From an optimization exercise on the open Yosys and OpenROAD flow, aimed at a short achievable clock period and few clock cycles per item; shortcuts taken in it are not production practice.
The RTL was checked by simulation tests, not by an equivalence proof against the original design.
Power and IR drop assume default switching activity.

==> inputs of v25 <==
## ref8_core
module ref8_core (
    input  wire        clk,
    input  wire        rst,           
    input  wire        cmd_valid,
    input  wire        cmd_op,        
    output wire        cmd_ready,
    output reg         mem_req,
    output reg         mem_we,
    output reg  [15:0] mem_addr,
    output reg  [7:0]  mem_wdata,
    input  wire        mem_ready,
    input  wire [7:0]  mem_rdata,
    output reg  [1:0]  phase,
    output reg         halted,
    output reg  [1:0]  halt_cause,
    output wire [63:0] cycle_count,
    output reg  [15:0] pc,
    output reg  [15:0] sp,
    output wire [7:0]  flags,
    output wire [7:0]  r0,
    output wire [7:0]  r1,
    output wire [7:0]  r2,
    output wire [7:0]  r3
);
Settings: LEC_CHECK=0, ABC_CLOCK_PERIOD_IN_PS=3000, CAP_MARGIN=20, CELL_PAD_IN_SITES_DETAIL_PLACEMENT=1, CELL_PAD_IN_SITES_GLOBAL_PLACEMENT=2, CORE_MARGIN=2, CORE_UTILIZATION=25, MIN_ROUTING_LAYER=met2, PLACE_DENSITY=0.4, SETUP_SLACK_MARGIN=5, SLEW_MARGIN=20, TNS_END_PERCENT=10; clock period 8.0 ns.
run.sh (not shown) runs the stock make flow with config.mk's settings and CLKGATE_MAP_FILE= SYNTH_SCRIPT=/design/flow/synth_recipe.tcl, a recipe that flattens the netlist after the stock synthesis.
==> inputs of v19, as changes to v25 <==
--- a/flow/design.v
+++ b/flow/design.v
@@ -26,13 +26,13 @@
     localparam PH_RESET   = 2'd1;
     localparam PH_RUNNING = 2'd2;
     localparam PH_HALTED  = 2'd3;
     localparam HC_NONE    = 2'd0;
     localparam HC_HALT    = 2'd1;
     localparam HC_ILLEGAL = 2'd2;
-    localparam CB = 6;                
+    localparam CB = 5;                
     localparam NC = 1 << CB;          
     localparam TW = 16 - CB;          
     localparam LA = 24;               
     integer i;
     reg        rdy;                   
     reg        wlast;                 
--- a/flow/config.mk
+++ b/flow/config.mk
@@ -8,11 +8,10 @@
 export ABC_CLOCK_PERIOD_IN_PS = 3000
 export CAP_MARGIN = 20
 export CELL_PAD_IN_SITES_DETAIL_PLACEMENT = 1
 export CELL_PAD_IN_SITES_GLOBAL_PLACEMENT = 2
 export CORE_MARGIN = 2
 export CORE_UTILIZATION = 25
-export MIN_ROUTING_LAYER = met2
 export PLACE_DENSITY = 0.4
 export SETUP_SLACK_MARGIN = 5
 export SLEW_MARGIN = 20
 export TNS_END_PERCENT = 10
==> inputs of v14, as changes to v25 <==
--- a/flow/design.v
+++ b/flow/design.v
@@ -174,13 +174,13 @@
         if (op[0]) cond = ~cond;
     end
     wire [15:0] sx  = {{8{w1[7]}}, w1};
     wire [15:0] bt0 = pq2 + sx;
     wire sel_br = is_bra || (is_bcc && cond);
     wire [2:0] bix = pc[2:0];
-    wire b_hit = bb_v[bix] && (bb_pc[bix] == pc);
+    wire b_hit = bb_v[bix] && (bb_pc[bix] == pc) && !sv;
     wire seq_step = !sel_br && !sel_ab && !is_ret && !illegal && !is_halt;
     wire sel_ab = is_jmp || is_call;
     wire [15:0] sp_m1 = sp - 16'd1;
     wire [15:0] sp_m2 = sp - 16'd2;
     wire [15:0] sp_p1 = sp + 16'd1;
     wire [15:0] idx_addr = abs16 + {8'd0, regs[3]};
@@ -279,26 +279,20 @@
     wire st_hit1 = (na1 == w0a) || (is_call && na1 == sp_m2);
     wire st_hit2 = (na2 == w0a) || (is_call && na2 == sp_m2);
     reg [NB-1:0] bb_kill;
     reg [15:0] dt0, dt1, db0, db1;
     always @(*) begin
         for (i = 0; i < NB; i = i + 1) begin
-            dt0 = w0a - bb_tg[i];
-            dt1 = sp_m2 - bb_tg[i];
-            db0 = w0a - bb_pc[i];
-            db1 = sp_m2 - bb_pc[i];
-            bb_kill[i] = (dt0 < 16'd3) || (db0 < 16'd2) ||
-                         (is_call && ((dt1 < 16'd3) || (db1 < 16'd2)));
+            dt0 = sa0 - bb_tg[i];
+            dt1 = sa1 - bb_tg[i];
+            db0 = sa0 - bb_pc[i];
+            db1 = sa1 - bb_pc[i];
+            bb_kill[i] = sv && ((dt0 < 16'd3) || (db0 < 16'd2) ||
+                                (dt1 < 16'd3) || (db1 < 16'd2));
         end
     end
-    wire [15:0] pt0 = w0a - bp_tg;
-    wire [15:0] pt1 = sp_m2 - bp_tg;
-    wire [15:0] pb0 = w0a - bp_pc;
-    wire [15:0] pb1 = sp_m2 - bp_pc;
-    wire bp_kill = is_write && ((pt0 < 16'd3) || (pb0 < 16'd2) ||
-                   (is_call && ((pt1 < 16'd3) || (pb1 < 16'd2))));
     wire reg_we = (is_alu && alu_op != 3'd7) || is_unary || is_mov || is_ldi || (is_pop && ph[9]);
     reg [7:0] reg_wv;
     always @(*) begin
         if (is_alu)         reg_wv = alu_r;
         else if (is_unary)  reg_wv = un_r;
         else if (is_mov)    reg_wv = rb;
@@ -374,12 +368,13 @@
             bp_v <= 1'b0;
             rm0 <= 1'b0; rm1 <= 1'b0; rm2 <= 1'b0;
             fl_v <= 1'b0;
         end else begin
             fl_v <= fill_ok;
             fl_a <= infl_a;
+            bb_v <= bb_v & ~bb_kill;
             infl_v <= mem_req && mem_ready && !mem_we;
             infl_a <= mem_addr;
             sv <= 1'b0;
             if (fire && (is_mread || is_sread)) begin
                 mem_req <= 1'b1;
                 mem_we <= 1'b0;
@@ -498,15 +493,14 @@
                 pq5 <= npc + 16'd5;
                 w0 <= nw0; w1 <= nw1; w2 <= nw2;
                 wv0 <= nv0; wv1 <= nv1; wv2 <= nv2;
                 rm0 <= !nv0 && seq_step;
                 rm1 <= !nv1 && seq_step;
                 rm2 <= !nv2 && seq_step;
-                if (is_write) bb_v <= bb_v & ~bb_kill;
                 if (bp_v) begin
-                    bb_v[bp_ix] <= !bp_kill;
+                    bb_v[bp_ix] <= 1'b1;
                     bb_pc[bp_ix] <= bp_pc;
                     bb_tg[bp_ix] <= bp_tg;
                     bb_b0[bp_ix] <= w0;
                     bb_b1[bp_ix] <= w1;
                     bb_b2[bp_ix] <= w2;
                     bb_bv[bp_ix] <= {wv2, wv1, wv0};
--- a/flow/config.mk
+++ b/flow/config.mk
@@ -8,11 +8,10 @@
 export ABC_CLOCK_PERIOD_IN_PS = 3000
 export CAP_MARGIN = 20
 export CELL_PAD_IN_SITES_DETAIL_PLACEMENT = 1
 export CELL_PAD_IN_SITES_GLOBAL_PLACEMENT = 2
 export CORE_MARGIN = 2
 export CORE_UTILIZATION = 25
-export MIN_ROUTING_LAYER = met2
 export PLACE_DENSITY = 0.4
 export SETUP_SLACK_MARGIN = 5
 export SLEW_MARGIN = 20
 export TNS_END_PERCENT = 10
==> notes <==
v19 completed without violations. v25 failed in 5_1_grt (GRT-0232). v14 ran to the end with no violations. Against v14, the sequential power of v19 is smaller by about 26%. The highest synthesized cell count belongs to v25, the lowest to v19. Synthesized area: v25 > v14 > v19. Of v19 and v14, v14 has the higher clock-buffer cell count (gap 140). Between v19 and v14, the lower non-clock buffer count is in v19 (gap 417).
==> figures <==
metric	v14	v19	v25
Status	finished clean	finished clean	did not finish
Stage where the flow stopped	-	-	5_1_grt
Power per cell area	133 mW/mm^2	132 mW/mm^2	-
WL met3	159000 um	122000 um	-
Critical setup path kind	reg -> out	reg -> reg	-
Finished Core Util	0.312	0.323	-
Number of failing setup endpoints in the final timing report	0	0	-
Latest clock arrival within the worst-skew pair	1.12 ns	1.11 ns	-
Largest cell class by area	multi-input gates	multi-input gates	-
Mean number of vias per cell	6.42	6.34	-
Highest Signal Layer	met5	met5	-
Pins Over Slew Limit	0	0	-
Testbench counts of v25, summed over its fixed seeds: cycles 120,606, steps 96,000.
Testbench counts of v19, summed over its fixed seeds: cycles 126,926, steps 96,000.
Testbench counts of v14, summed over its fixed seeds: cycles 121,312, steps 96,000.

## what the ideal ports hide
No port has a modelled driver above. Below, the same layouts with a new extraction and two added sets of constraints. Step 1 (the two cells are an assumption about what drives the block):
set clk [get_ports {clk}]
set_driving_cell -lib_cell sky130_fd_sc_hd__clkbuf_16 $clk
set_driving_cell -lib_cell sky130_fd_sc_hd__buf_2 [delete_from_list [all_inputs] $clk]
Step 2 times the ports against the registers' clock, not the clock port: input delays grow and output delays shrink by t, the midpoint of the rising clock arrivals with the driver on. Three values: no drivers, after step 1, after step 2; two values: the first two.
run | t (ns) | setup slack, ns | worst setup path at the end | latest minus earliest clock arrival (ns) | pins driven straight from the clock port
v19 | 1.157 | 2.280 / 2.147 / 1.964 | input to register | 0.168 / 0.168 | 1
v14 | 1.217 | 2.423 / 2.276 / 1.715 | input to register | 0.100 / 0.100 | 1
After both steps setup and hold are still met in every run listed. For v14, which loses most, drivers alone change the setup slack by -0.147 ns; drivers and shift together by -0.708 ns.
